Background: an optimization exercise with open tools, aiming at small area. Do not read the settings as production practice. The RTL was checked by simulation tests, not by an equivalence proof against the original design. Power and IR drop assume default switching activity.

==> flow/design.v (excerpt) <==
module dram_addrmap (
    input  wire         clk,
    input  wire         rst,
    input  wire         cfg_we,
    input  wire [16:0]  cfg_geom,
    output reg          cfg_err,
    output wire         ag_valid,
    output wire [16:0]  ag_geom,
    output wire         mstr_half,
    output wire [1:0]   mstr_ranks,
    output wire [11:0]  map_bg,
    output wire [53:0]  map_col,
    output wire [17:0]  map_bank,
    output wire [107:0] map_row,
    output wire [5:0]   map_rank,
    input  wire         req_valid,
    input  wire [37:0]  req_addr,
    input  wire [1:0]   req_size,
    output wire         rsp_valid,
    output wire [1:0]   rsp_fault,
    output wire         rsp_rank,
    output wire [1:0]   rsp_bg,
    output wire [2:0]   rsp_bank,
    output wire [17:0]  rsp_row,
    output wire [11:0]  rsp_col,
    output wire [1:0]   rsp_lane
);
For scale: roughly 550 cells after synthesis, roughly 51 flip-flops, about 4000 µm² of cells after synthesis.
clock: 7.0 ns
lec_check: 0
abc_area: 1
cap_margin: 20
cell_pad_in_sites_detail_placement: 2
cell_pad_in_sites_global_placement: 2
core_area: 5 5 155 155
die_area: 0 0 160 160
place_density: 0.35
slew_margin: 20
synth_hierarchical: 1
standard.sh (not shown) runs the stock make flow with config.mk's settings and CLKGATE_MAP_FILE= SYNTH_SCRIPT=/design/flow/synth_recipe.tcl, a recipe that flattens the netlist after the stock synthesis.
==> flow/flow/run.sh <==
#!/bin/bash
# Layout flow: the standard ORFS flow (standard.sh) with these changes:
#  - synthesis maps the logic with an area-oriented ABC script (abc.script)
#    in place of ORFS's; everything else in synthesis, including the
#    flip-flop mapping and the standard flow's flatten and rename steps, is unchanged,
#    but adders are not pulled out into full- and half-adder cells first;
#  - the port buffers are the smallest buffer, sky130_fd_sc_hd__buf_1;
#  - clock tree synthesis adds no dummy loads, uses clkbuf_8 buffers, and
#    clusters the flip-flops in groups of up to 64;
#  - one tie cell drives all constant-1 outputs, one all constant-0 outputs.
# Each tool's output goes to a log file in the work folder.
set -euo pipefail
W=$PWD
F=$W/flow

# synthesis script: the standard flow's, with yosys's abc command given our ABC script
{
  head -n 1 synth_recipe.tcl
  cat <<EOF
proc abc {args} {
  set a {}
  set skip 0
  foreach x \$args {
    if {\$skip} { set skip 0; lappend a $F/abc.script; continue }
    if {\$x eq "-script"} { set skip 1 }
    lappend a \$x
  }
  yosys abc {*}\$a
}
proc extract_fa {args} {}
EOF
  tail -n +2 synth_recipe.tcl
} > my_synth.tcl

sed "s|SYNTH_SCRIPT=[^ ]*|SYNTH_SCRIPT=$W/my_synth.tcl|" standard.sh > my_standard.sh
grep -q "SYNTH_SCRIPT=$W/my_synth.tcl" my_standard.sh

export BUFFER_PORTS_ARGS="-buffer_cell sky130_fd_sc_hd__buf_1"
export CTS_ARGS="-sink_clustering_enable -sink_clustering_size 64 -sink_clustering_max_diameter 400 -repair_clock_nets -dont_use_dummy_load -buf_list {sky130_fd_sc_hd__clkbuf_8}"
export SKIP_REPAIR_TIE_FANOUT=1
bash my_standard.sh > flow.log 2>&1
==> flow/flow/abc.script <==
strash
dc2
dch -f
amap
The baseline completed without violations.
Change:
--- a/flow/design.v
+++ b/flow/design.v
@@ -10,21 +10,18 @@
                    (banks == 4'd2 || banks == 4'd3) &&
                    (bg <= 2'd2) &&
                    (rows >= 5'd14) && (rows <= 5'd18);
 endmodule
 module dm_aoi222 (input wire a1, a2, b1, b2, c1, c2, output wire y);
     assign y = ~((a1 & a2) | (b1 & b2) | (c1 & c2));
 endmodule
 module dm_aoi22 (input wire a1, a2, b1, b2, output wire y);
     assign y = ~((a1 & a2) | (b1 & b2));
-endmodule
-module dm_inv (input wire a, output wire y);
-    assign y = ~a;
 endmodule
 module dm_nand2 (input wire a, b, output wire y);
     assign y = ~(a & b);
 endmodule
 module dm_nand3 (input wire a, b, c, output wire y);
     assign y = ~(a & b & c);
 endmodule
 module dm_nand4 (input wire a, b, c, d, output wire y);
     assign y = ~(a & b & c & d);
@@ -112,31 +109,37 @@
     localparam [1:0] F_OK = 2'd0, F_MISALIGNED = 2'd1, F_NOT_READY = 2'd2, F_RANGE = 2'd3;
     wire legal;
     addrmap_cfg u_chk (.cfg_geom(cfg_geom), .legal(legal));
     reg [2:0] g_x;           
     reg       g_b;
     reg [1:0] g_g;
     reg       r4, r1, r0;
     reg       g_k;
     reg       g_h;
-    wire ld   = !rst && cfg_we && legal;
-    wire hold = !rst && !(cfg_we && legal);
-    wire [2:0] n_x = {1'b0, cfg_geom[9:8]} + cfg_geom[2:0] + {2'b00, cfg_geom[4]};
     always @(posedge clk) begin
-        cfg_err <= !rst && cfg_we && !legal;
-        g_x <= ({3{ld}} & n_x)           | ({3{hold}} & g_x);
-        g_b <= (ld & cfg_geom[4])        | (hold & g_b);
-        g_g <= ({2{ld}} & cfg_geom[9:8]) | ({2{hold}} & g_g);
-        r4  <= (ld & cfg_geom[14])       | (hold & r4);
-        r1  <= (ld & cfg_geom[11])       | (hold & r1);
-        r0  <= (ld & cfg_geom[10])       | (hold & r0);
-        g_k <= (ld & cfg_geom[15])       | (hold & g_k);
-        g_h <= (ld & cfg_geom[16])       | (hold & g_h);
+        if (rst) begin
+            cfg_err <= 1'b0;
+            g_x <= 3'd0; g_b <= 1'b0; g_g <= 2'd0;
+            r4 <= 1'b0; r1 <= 1'b0; r0 <= 1'b0;
+            g_k <= 1'b0; g_h <= 1'b0;
+        end else begin
+            cfg_err <= cfg_we && !legal;
+            if (cfg_we && legal) begin
+                g_x <= {1'b0, cfg_geom[9:8]} + cfg_geom[2:0] + {2'b00, cfg_geom[4]};
+                g_b <= cfg_geom[4];
+                g_g <= cfg_geom[9:8];
+                r4  <= cfg_geom[14];
+                r1  <= cfg_geom[11];
+                r0  <= cfg_geom[10];
+                g_k <= cfg_geom[15];
+                g_h <= cfg_geom[16];
+            end
+        end
     end
     wire       g_v = r4 | r1;                        
     wire       r32 = r1 & ~r4;                       
     wire [2:0] g_r = {r4 & r1, r4 & ~r1, r0};        
     assign ag_valid   = g_v;
     assign ag_geom    = {g_h, g_k, r4, r32, r32, r1, r0, g_g, 2'b00, g_v, g_b, g_v, g_c};
     assign mstr_half  = g_h;
     assign mstr_ranks = {g_k, g_v};
     wire [2:0] g_y = g_x - {2'b00, g_b};
@@ -177,33 +180,22 @@
     always @(posedge clk) begin
         rv        <= !rst && req_valid && !mis;
         a[0]      <= !rst && req_valid && (req_addr[0] || mis);
         a[37:1]   <= req_addr[37:1];
     end
     assign rsp_valid = rv | a[0];
     wire       hb = ~g_h;
     wire [1:0] s1 = {1'b0, hb} + g_g;
     wire [3:0] s3 = {3'b0, hb} + {1'b0, g_x};
-    wire [3:0] sc_n = ~(4'd1 << s1);                    
-    wire [2:0] sp_n = ~((s3 >= 4'd6) ? 3'b100 : (s3 >= 4'd3) ? 3'b010 : 3'b001);   
-    wire [2:0] sq_n = ~((s3 == 4'd0 || s3 == 4'd3 || s3 == 4'd6) ? 3'b001 :
-                        (s3 == 4'd1 || s3 == 4'd4 || s3 == 4'd7) ? 3'b010 : 3'b100);  
-    wire [3:0] sc;
-    wire [2:0] sp, sq;
-    generate
-        for (i = 0; i < 4; i = i + 1) begin : gsc
-            dm_inv u (.a(sc_n[i]), .y(sc[i]));
-        end
-        for (i = 0; i < 3; i = i + 1) begin : gspq
-            dm_inv up (.a(sp_n[i]), .y(sp[i]));
-            dm_inv uq (.a(sq_n[i]), .y(sq[i]));
-        end
-    endgenerate
+    wire [3:0] sc = 4'd1 << s1;                         
+    wire [2:0] sp = (s3 >= 4'd6) ? 3'b100 : (s3 >= 4'd3) ? 3'b010 : 3'b001;    
+    wire [2:0] sq = (s3 == 4'd0 || s3 == 4'd3 || s3 == 4'd6) ? 3'b001 :
+                    (s3 == 4'd1 || s3 == 4'd4 || s3 == 4'd7) ? 3'b010 : 3'b100;  
     wire [4:0] sr = 5'd1 << g_r;                        
     wire [3:0] ncm = ~{g_c == 3'd4, g_c >= 3'd3, g_c >= 3'd2, g_c != 3'd0};    
     wire [3:0] rm  = {g_r == 3'd4, g_r >= 3'd3, g_r >= 3'd2, g_r != 3'd0};      
     assign rsp_lane     = {hb & a[1], a[0]};
     assign rsp_col[2:0] = g_h ? a[3:1] : a[4:2];
     assign rsp_bg       = {g_g[1], g_g != 2'd0} & (g_h ? a[5:4] : a[6:5]);
     generate
         for (i = 0; i < 9; i = i + 1) begin : gcol
             if (i < 5) begin : u
=> Setup slack improved by 0.036 ns. Cell area is higher by 0.87%. Via count climbs by 0.81%. Clock power fell by about 5%. Worst hold slack is worse by 0.075 ns. Synthesized cell count decreases by 0.92%. Wire length is higher by about 0.6%. Power is higher by 2.2%. Non-clock buffer count is higher by 6. Final cell count stays flat. Clock-buffer cell count stays the same. Maximum frequency goes up by 0.57%. Register-to-register slack is better by 0.03 ns. Die area is unchanged.

## what the ideal ports hide
In the flow no input, the clock included, has a driving cell. The finished layouts below were timed again as built, in two steps.
Step 1: set_driving_cell puts a clkbuf_16 on clk and a buf_2 on each other input, an assumption about the parent block.
Step 2 adds t to the input delays and takes it off the output delays; t is the mean of the earliest and latest rising clock arrival at the registers after step 1. Input paths then give back, and output paths get back, about the clock's delay inside the block.
Slacks: ideal ports / drivers / drivers and shift; pairs: ideal ports / drivers.
| run | t, ns | setup slack, ns | hold WS [ns] | worst register clock-pin slew, ns | cell pins on the clock port's net |
|---|---|---|---|---|---|
| the first run | 0.356 | 0.628 / 0.591 / 0.947 | 0.622 / 0.622 / 0.622 | 0.11 / 0.11 | 1 |
| the second run | 0.346 | 0.663 / 0.626 / 0.971 | 0.547 / 0.547 / 0.547 | 0.11 / 0.11 | 1 |
After both steps every run listed still meets setup and hold.
